Context: an optimization exercise on an open-source flow, tuned for a short achievable clock period and few clock cycles. The choices shown serve that exercise and are no tape-out recipe.
Function was checked by simulation only, so behaviour that the tests miss may differ from the original.
Power is estimated from default activity; no workload was simulated.

==> inputs of trial 22 <==
Design rast1, start of the top module:
module rast1 (
    input             clk,
    input             rst,
    input             host_valid,
    input             host_we,
    input      [2:0]  host_addr,       
    input      [31:0] host_wdata,
    output reg        host_ready,
    output reg [31:0] host_rdata,
    output reg        mem_valid,
    output reg        mem_we,
    output reg [31:0] mem_addr,
    output reg [7:0]  mem_wdata,
    input             mem_ready,
    input      [7:0]  mem_rdata,
    input             mem_err
);
Settings: LEC_CHECK=0, ABC_CLOCK_PERIOD_IN_PS=3000, CAP_MARGIN=30, CORE_MARGIN=2, CORE_UTILIZATION=55, PLACE_DENSITY=0.7, SLEW_MARGIN=30, TNS_END_PERCENT=100; clock period 10.0 ns.
standard.sh (not shown) runs the stock make flow with config.mk's settings and CLKGATE_MAP_FILE= SYNTH_SCRIPT=/design/flow/synth_recipe.tcl, a recipe that flattens the netlist after the stock synthesis.
==> flow/flow/run.sh <==
#!/bin/bash
set -euo pipefail
bash standard.sh SETUP_SLACK_MARGIN=6.7 finish > flow_make.log 2>&1
==> build 53 (differences from trial 22) <==
--- a/flow/design.v
+++ b/flow/design.v
@@ -205,11 +205,14 @@
     reg [31:0] s;               
     reg [31:0] fq;              
     reg [31:0] ab_a, ab_b;      
     reg [31:0] ab_a2, ab_b2;    
     reg        sset;
-    reg        sprd;            
+    reg        sprd;
+    reg [31:0] q_addr;
+    reg        q_we;
+    reg [7:0]  q_wdata;            
     reg [6:0]  bc, bcinit;      
     reg        bcz, bcinitz;
     reg [7:0]  mkA, mkB;
     reg        fullA, fullB;
     reg [7:0]  sp_a, sp_b;      
@@ -245,11 +248,11 @@
     wire [7:0]  wf_b   = (n1 && !tg) ? ab8c[31:24] : ab_b[31:24];
     wire [7:0]  w_first = (wf_fb & wf_a) | (~wf_fb & wf_b);
     wire [7:0]  w_next  = (fq[31:24] & ab_a[31:24]) | (~fq[31:24] & ab_b[31:24]);
     wire [7:0]  w_rmw   = (mem_rdata & sp_a) | (~mem_rdata & sp_b);
     wire [7:0]  sfill   = sset ? 8'hFF : 8'h00;
-    wire [31:0] addr_inc = mem_addr + 32'd1;
+    wire [31:0] addr_inc = q_addr + 32'd1;
     wire        xfer     = run && mem_ready;
     reg  [31:0] fq_w;
     always @(*) begin
         fq_w = fq;
         case (bi)
@@ -259,10 +262,13 @@
             default: fq_w[7:0] = mem_rdata;
         endcase
     end
     always @(posedge clk) begin
         begin
+            mem_addr  <= q_addr;
+            mem_we    <= q_we;
+            mem_wdata <= q_wdata;
             case (host_addr)
                 3'd0:    host_rdata <= fb_base;
                 3'd1:    host_rdata <= bm_base;
                 3'd2:    host_rdata <= arg0;
                 3'd3:    host_rdata <= arg1;
@@ -276,15 +282,17 @@
             ay    <= 1'b1;
             first <= 1'b0;
             if (!run) begin
                 blit      <= d_blit;
                 first     <= 1'b1;
-                mem_we    <= !d_blit && h_sg[0];
+                q_we    <= !d_blit && h_sg[0]; mem_we <= !d_blit && h_sg[0];
                 sprd      <= !h_sg[0];
+                q_addr    <= d_blit ? (d_w2 ? y1_bm2 : d_w1 ? y1_bm1 : y1_bm0) :
+                             d_hl ? y1_ah : y1_ax;
                 mem_addr  <= d_blit ? (d_w2 ? y1_bm2 : d_w1 ? y1_bm1 : y1_bm0) :
                              d_hl ? y1_ah : y1_ax;
-                mem_wdata <= h_set ? 8'hFF : 8'h00;
+                q_wdata <= h_set ? 8'hFF : 8'h00; mem_wdata <= h_set ? 8'hFF : 8'h00;
                 sset      <= h_set;
                 bc        <= h_sg[23:17];
                 bcinit    <= h_sg[23:17];
                 bcz       <= h_sg[25];
                 bcinitz   <= h_sg[25];
@@ -362,33 +370,33 @@
                         mem_valid  <= 1'b0;
                         run        <= 1'b0;
                     end else if (!blit) begin
                         if (sprd) begin
                             sprd      <= 1'b0;
-                            mem_we    <= 1'b1;
-                            mem_wdata <= w_rmw;
+                            q_we    <= 1'b1; mem_we <= 1'b1;
+                            q_wdata <= w_rmw; mem_wdata <= w_rmw;
                         end else if (!bcz) begin
-                            mem_addr  <= addr_inc;
+                            q_addr  <= addr_inc; mem_addr <= addr_inc;
                             bc        <= bc - 7'd1;
                             bcz       <= (bc == 7'd1);
-                            mem_we    <= (bc == 7'd1) ? fullB : 1'b1;
+                            q_we    <= (bc == 7'd1) ? fullB : 1'b1; mem_we <= (bc == 7'd1) ? fullB : 1'b1;
                             sprd      <= (bc == 7'd1) && !fullB;
                             sp_a      <= sset ? 8'hFF : ~mkB;
                             sp_b      <= sset ? mkB : 8'h00;
-                            mem_wdata <= sfill;
+                            q_wdata <= sfill; mem_wdata <= sfill;
                         end else if (!rz) begin
-                            mem_addr  <= rA80;
+                            q_addr  <= rA80; mem_addr <= rA80;
                             rA80      <= rA80 + 32'd80;
                             rr        <= rr - 9'd1;
                             rz        <= (rr == 9'd1);
                             bc        <= bcinit;
                             bcz       <= bcinitz;
-                            mem_we    <= fullA;
+                            q_we    <= fullA; mem_we <= fullA;
                             sprd      <= !fullA;
                             sp_a      <= sset ? 8'hFF : ~mkA;
                             sp_b      <= sset ? mkA : 8'h00;
-                            mem_wdata <= sfill;
+                            q_wdata <= sfill; mem_wdata <= sfill;
                         end else begin
                             status     <= 8'h00;
                             host_ready <= 1'b1;
                             mem_valid  <= 1'b0;
                             run        <= 1'b0;
@@ -404,62 +412,62 @@
                                 endcase
                                 bmn <= addr_inc;
                                 if (!bz) begin
                                     bi       <= bi + 2'd1;
                                     bz       <= (bi + 2'd1 == nb1);
-                                    mem_addr <= addr_inc;
+                                    q_addr <= addr_inc; mem_addr <= addr_inc;
                                 end else begin
                                     bi       <= 2'd0;
                                     bz       <= n1;
                                     ph       <= PH_RD;
-                                    mem_addr <= ws;
+                                    q_addr <= ws; mem_addr <= ws;
                                 end
                             end
                             PH_RD: begin
                                 if (!bz) begin
                                     fq       <= fq_w;
                                     bi       <= bi + 2'd1;
                                     bz       <= (bi + 2'd1 == nb1);
-                                    mem_addr <= addr_inc;
+                                    q_addr <= addr_inc; mem_addr <= addr_inc;
                                 end else begin
                                     fq        <= fq_w << 8;
                                     ab_a      <= ab_a << 8;
                                     ab_b      <= ab_b << 8;
                                     bi        <= 2'd0;
                                     bz        <= n1;
                                     ph        <= PH_WR;
-                                    mem_we    <= 1'b1;
-                                    mem_addr  <= ws;
-                                    mem_wdata <= w_first;
+                                    q_we    <= 1'b1; mem_we <= 1'b1;
+                                    q_addr  <= ws; mem_addr <= ws;
+                                    q_wdata <= w_first; mem_wdata <= w_first;
                                 end
                             end
                             default: begin   
                                 fq   <= fq << 8;
                                 ab_a <= ab_a << 8;
                                 ab_b <= ab_b << 8;
                                 if (!bz) begin
                                     bi        <= bi + 2'd1;
                                     bz        <= (bi + 2'd1 == nb1);
-                                    mem_addr  <= addr_inc;
-                                    mem_wdata <= w_next;
+                                    q_addr  <= addr_inc; mem_addr <= addr_inc;
+                                    q_wdata <= w_next; mem_wdata <= w_next;
                                 end else if (!tg && two) begin
                                     bi       <= 2'd0;
                                     bz       <= n1;
                                     tg       <= 1'b1;
                                     ph       <= PH_RD;
-                                    mem_we   <= 1'b0;
-                                    mem_addr <= addr_inc;
+                                    q_we   <= 1'b0; mem_we <= 1'b0;
+                                    q_addr <= addr_inc; mem_addr <= addr_inc;
                                     ws       <= addr_inc;
                                     ab_a     <= ab_a2;
                                     ab_b     <= ab_b2;
                                 end else if (!rz) begin
                                     bi       <= 2'd0;
                                     bz       <= n1;
                                     tg       <= 1'b0;
                                     ph       <= PH_BM;
-                                    mem_we   <= 1'b0;
-                                    mem_addr <= bmn;
+                                    q_we   <= 1'b0; mem_we <= 1'b0;
+                                    q_addr <= bmn; mem_addr <= bmn;
                                     ws       <= rA80;
                                     rA80     <= rA80 + 32'd80;
                                     rr       <= rr - 9'd1;
                                     rz       <= (rr == 9'd1);
                                 end else begin
@@ -481,10 +489,13 @@
             arg1       <= 32'd0;
             a1_y80     <= 15'd0;
             a1_negy    <= 17'd0;
             a1_yh      <= 18'd0;
             cmd        <= 32'd0;
+            q_addr     <= 32'd0;
+            q_we       <= 1'b0;
+            q_wdata    <= 8'd0;
             status     <= 8'd0;
             run        <= 1'b0;
             host_ready <= 1'b0;
             mem_valid  <= 1'b0;
             ax         <= 2'd0;
==> build 41 (differences from trial 22) <==
--- a/flow/design.v
+++ b/flow/design.v
@@ -205,11 +205,14 @@
     reg [31:0] s;               
     reg [31:0] fq;              
     reg [31:0] ab_a, ab_b;      
     reg [31:0] ab_a2, ab_b2;    
     reg        sset;
-    reg        sprd;            
+    reg        sprd;
+    reg [31:0] q_addr;
+    reg        q_we;
+    reg [7:0]  q_wdata;            
     reg [6:0]  bc, bcinit;      
     reg        bcz, bcinitz;
     reg [7:0]  mkA, mkB;
     reg        fullA, fullB;
     reg [7:0]  sp_a, sp_b;      
@@ -245,11 +248,11 @@
     wire [7:0]  wf_b   = (n1 && !tg) ? ab8c[31:24] : ab_b[31:24];
     wire [7:0]  w_first = (wf_fb & wf_a) | (~wf_fb & wf_b);
     wire [7:0]  w_next  = (fq[31:24] & ab_a[31:24]) | (~fq[31:24] & ab_b[31:24]);
     wire [7:0]  w_rmw   = (mem_rdata & sp_a) | (~mem_rdata & sp_b);
     wire [7:0]  sfill   = sset ? 8'hFF : 8'h00;
-    wire [31:0] addr_inc = mem_addr + 32'd1;
+    wire [31:0] addr_inc = q_addr + 32'd1;
     wire        xfer     = run && mem_ready;
     reg  [31:0] fq_w;
     always @(*) begin
         fq_w = fq;
         case (bi)
@@ -259,10 +262,13 @@
             default: fq_w[7:0] = mem_rdata;
         endcase
     end
     always @(posedge clk) begin
         begin
+            mem_addr  <= q_addr;
+            mem_we    <= q_we;
+            mem_wdata <= q_wdata;
             case (host_addr)
                 3'd0:    host_rdata <= fb_base;
                 3'd1:    host_rdata <= bm_base;
                 3'd2:    host_rdata <= arg0;
                 3'd3:    host_rdata <= arg1;
@@ -276,15 +282,17 @@
             ay    <= 1'b1;
             first <= 1'b0;
             if (!run) begin
                 blit      <= d_blit;
                 first     <= 1'b1;
-                mem_we    <= !d_blit && h_sg[0];
+                q_we    <= !d_blit && h_sg[0]; mem_we <= !d_blit && h_sg[0];
                 sprd      <= !h_sg[0];
+                q_addr    <= d_blit ? (d_w2 ? y1_bm2 : d_w1 ? y1_bm1 : y1_bm0) :
+                             d_hl ? y1_ah : y1_ax;
                 mem_addr  <= d_blit ? (d_w2 ? y1_bm2 : d_w1 ? y1_bm1 : y1_bm0) :
                              d_hl ? y1_ah : y1_ax;
-                mem_wdata <= h_set ? 8'hFF : 8'h00;
+                q_wdata <= h_set ? 8'hFF : 8'h00; mem_wdata <= h_set ? 8'hFF : 8'h00;
                 sset      <= h_set;
                 bc        <= h_sg[23:17];
                 bcinit    <= h_sg[23:17];
                 bcz       <= h_sg[25];
                 bcinitz   <= h_sg[25];
@@ -362,33 +370,33 @@
                         mem_valid  <= 1'b0;
                         run        <= 1'b0;
                     end else if (!blit) begin
                         if (sprd) begin
                             sprd      <= 1'b0;
-                            mem_we    <= 1'b1;
-                            mem_wdata <= w_rmw;
+                            q_we    <= 1'b1; mem_we <= 1'b1;
+                            q_wdata <= w_rmw; mem_wdata <= w_rmw;
                         end else if (!bcz) begin
-                            mem_addr  <= addr_inc;
+                            q_addr  <= addr_inc; mem_addr <= addr_inc;
                             bc        <= bc - 7'd1;
                             bcz       <= (bc == 7'd1);
-                            mem_we    <= (bc == 7'd1) ? fullB : 1'b1;
+                            q_we    <= (bc == 7'd1) ? fullB : 1'b1; mem_we <= (bc == 7'd1) ? fullB : 1'b1;
                             sprd      <= (bc == 7'd1) && !fullB;
                             sp_a      <= sset ? 8'hFF : ~mkB;
                             sp_b      <= sset ? mkB : 8'h00;
-                            mem_wdata <= sfill;
+                            q_wdata <= sfill; mem_wdata <= sfill;
                         end else if (!rz) begin
-                            mem_addr  <= rA80;
+                            q_addr  <= rA80; mem_addr <= rA80;
                             rA80      <= rA80 + 32'd80;
                             rr        <= rr - 9'd1;
                             rz        <= (rr == 9'd1);
                             bc        <= bcinit;
                             bcz       <= bcinitz;
-                            mem_we    <= fullA;
+                            q_we    <= fullA; mem_we <= fullA;
                             sprd      <= !fullA;
                             sp_a      <= sset ? 8'hFF : ~mkA;
                             sp_b      <= sset ? mkA : 8'h00;
-                            mem_wdata <= sfill;
+                            q_wdata <= sfill; mem_wdata <= sfill;
                         end else begin
                             status     <= 8'h00;
                             host_ready <= 1'b1;
                             mem_valid  <= 1'b0;
                             run        <= 1'b0;
@@ -404,62 +412,62 @@
                                 endcase
                                 bmn <= addr_inc;
                                 if (!bz) begin
                                     bi       <= bi + 2'd1;
                                     bz       <= (bi + 2'd1 == nb1);
-                                    mem_addr <= addr_inc;
+                                    q_addr <= addr_inc; mem_addr <= addr_inc;
                                 end else begin
                                     bi       <= 2'd0;
                                     bz       <= n1;
                                     ph       <= PH_RD;
-                                    mem_addr <= ws;
+                                    q_addr <= ws; mem_addr <= ws;
                                 end
                             end
                             PH_RD: begin
                                 if (!bz) begin
                                     fq       <= fq_w;
                                     bi       <= bi + 2'd1;
                                     bz       <= (bi + 2'd1 == nb1);
-                                    mem_addr <= addr_inc;
+                                    q_addr <= addr_inc; mem_addr <= addr_inc;
                                 end else begin
                                     fq        <= fq_w << 8;
                                     ab_a      <= ab_a << 8;
                                     ab_b      <= ab_b << 8;
                                     bi        <= 2'd0;
                                     bz        <= n1;
                                     ph        <= PH_WR;
-                                    mem_we    <= 1'b1;
-                                    mem_addr  <= ws;
-                                    mem_wdata <= w_first;
+                                    q_we    <= 1'b1; mem_we <= 1'b1;
+                                    q_addr  <= ws; mem_addr <= ws;
+                                    q_wdata <= w_first; mem_wdata <= w_first;
                                 end
                             end
                             default: begin   
                                 fq   <= fq << 8;
                                 ab_a <= ab_a << 8;
                                 ab_b <= ab_b << 8;
                                 if (!bz) begin
                                     bi        <= bi + 2'd1;
                                     bz        <= (bi + 2'd1 == nb1);
-                                    mem_addr  <= addr_inc;
-                                    mem_wdata <= w_next;
+                                    q_addr  <= addr_inc; mem_addr <= addr_inc;
+                                    q_wdata <= w_next; mem_wdata <= w_next;
                                 end else if (!tg && two) begin
                                     bi       <= 2'd0;
                                     bz       <= n1;
                                     tg       <= 1'b1;
                                     ph       <= PH_RD;
-                                    mem_we   <= 1'b0;
-                                    mem_addr <= addr_inc;
+                                    q_we   <= 1'b0; mem_we <= 1'b0;
+                                    q_addr <= addr_inc; mem_addr <= addr_inc;
                                     ws       <= addr_inc;
                                     ab_a     <= ab_a2;
                                     ab_b     <= ab_b2;
                                 end else if (!rz) begin
                                     bi       <= 2'd0;
                                     bz       <= n1;
                                     tg       <= 1'b0;
                                     ph       <= PH_BM;
-                                    mem_we   <= 1'b0;
-                                    mem_addr <= bmn;
+                                    q_we   <= 1'b0; mem_we <= 1'b0;
+                                    q_addr <= bmn; mem_addr <= bmn;
                                     ws       <= rA80;
                                     rA80     <= rA80 + 32'd80;
                                     rr       <= rr - 9'd1;
                                     rz       <= (rr == 9'd1);
                                 end else begin
@@ -481,10 +489,13 @@
             arg1       <= 32'd0;
             a1_y80     <= 15'd0;
             a1_negy    <= 17'd0;
             a1_yh      <= 18'd0;
             cmd        <= 32'd0;
+            q_addr     <= 32'd0;
+            q_we       <= 1'b0;
+            q_wdata    <= 8'd0;
             status     <= 8'd0;
             run        <= 1'b0;
             host_ready <= 1'b0;
             mem_valid  <= 1'b0;
             ax         <= 2'd0;
==> flow/flow/run.sh (replaced) <==
#!/bin/bash
set -euo pipefail
bash standard.sh SETUP_SLACK_MARGIN=7.1 finish > flow_make.log 2>&1
==> summary of the runs <==
The lowest cell area belongs to trial 22, the highest to build 41.
The lowest first-iteration DRC count belongs to build 53, the highest to build 41.
Between build 53 and build 41, the lower clock-buffer cell count is in build 41 (gap 8).
Global-route usage: build 53 is lower than build 41 (3.6 points).
Register-to-register slack: build 41 is lower than trial 22 (20 ps).
In trial 22 the via count is smaller than in build 53, by 2.3%.
In build 41 the clock power is smaller than in build 53, by about 2%.
In build 41 the sequential share of layout area is lower than in build 53, by 3.4 points.
Routed wire length, highest first: build 41, build 53, trial 22.
Between build 53 and trial 22, the lower synthesized cell count is in trial 22 (gap 4.1%, measured against trial 22).
Testbench counts of trial 22, summed over its fixed seeds: cycles 174,630.
Testbench counts of build 53, summed over its fixed seeds: cycles 174,630.
Testbench counts of build 41, summed over its fixed seeds: cycles 174,630.

## port drivers added, routing unchanged
How much do the figures lean on ideal ports? The routed layouts below were timed once more, with nothing changed but the port constraints. Step 1 (the two cells are an assumption about what drives the block):
set clk [get_ports {clk}]
set_driving_cell -lib_cell sky130_fd_sc_hd__clkbuf_16 $clk
set_driving_cell -lib_cell sky130_fd_sc_hd__buf_2 [delete_from_list [all_inputs] $clk]
Step 2 moves the port delays by t, midway between the first and last clock arrival at a register: inputs arrive t later, outputs are due t later. That takes back most of the time a late clock gives input paths. Slacks: no drivers / after step 1 / after step 2; pairs: no drivers / after step 1.
run | t (ns) | setup WS [ns] | clock arrival spread, ns
trial 22 | 0.893 | 6.447 / 6.361 / 5.781 | 0.036 / 0.037
build 53 | 0.890 | 6.609 / 6.549 / 5.741 | 0.036 / 0.036
build 41 | 0.894 | 6.553 / 6.519 / 5.625 | 0.043 / 0.044
After both steps every run listed still meets setup and hold. The setup slack of build 41, which loses most, moves by -0.034 ns with the drivers and by -0.928 ns with both steps.
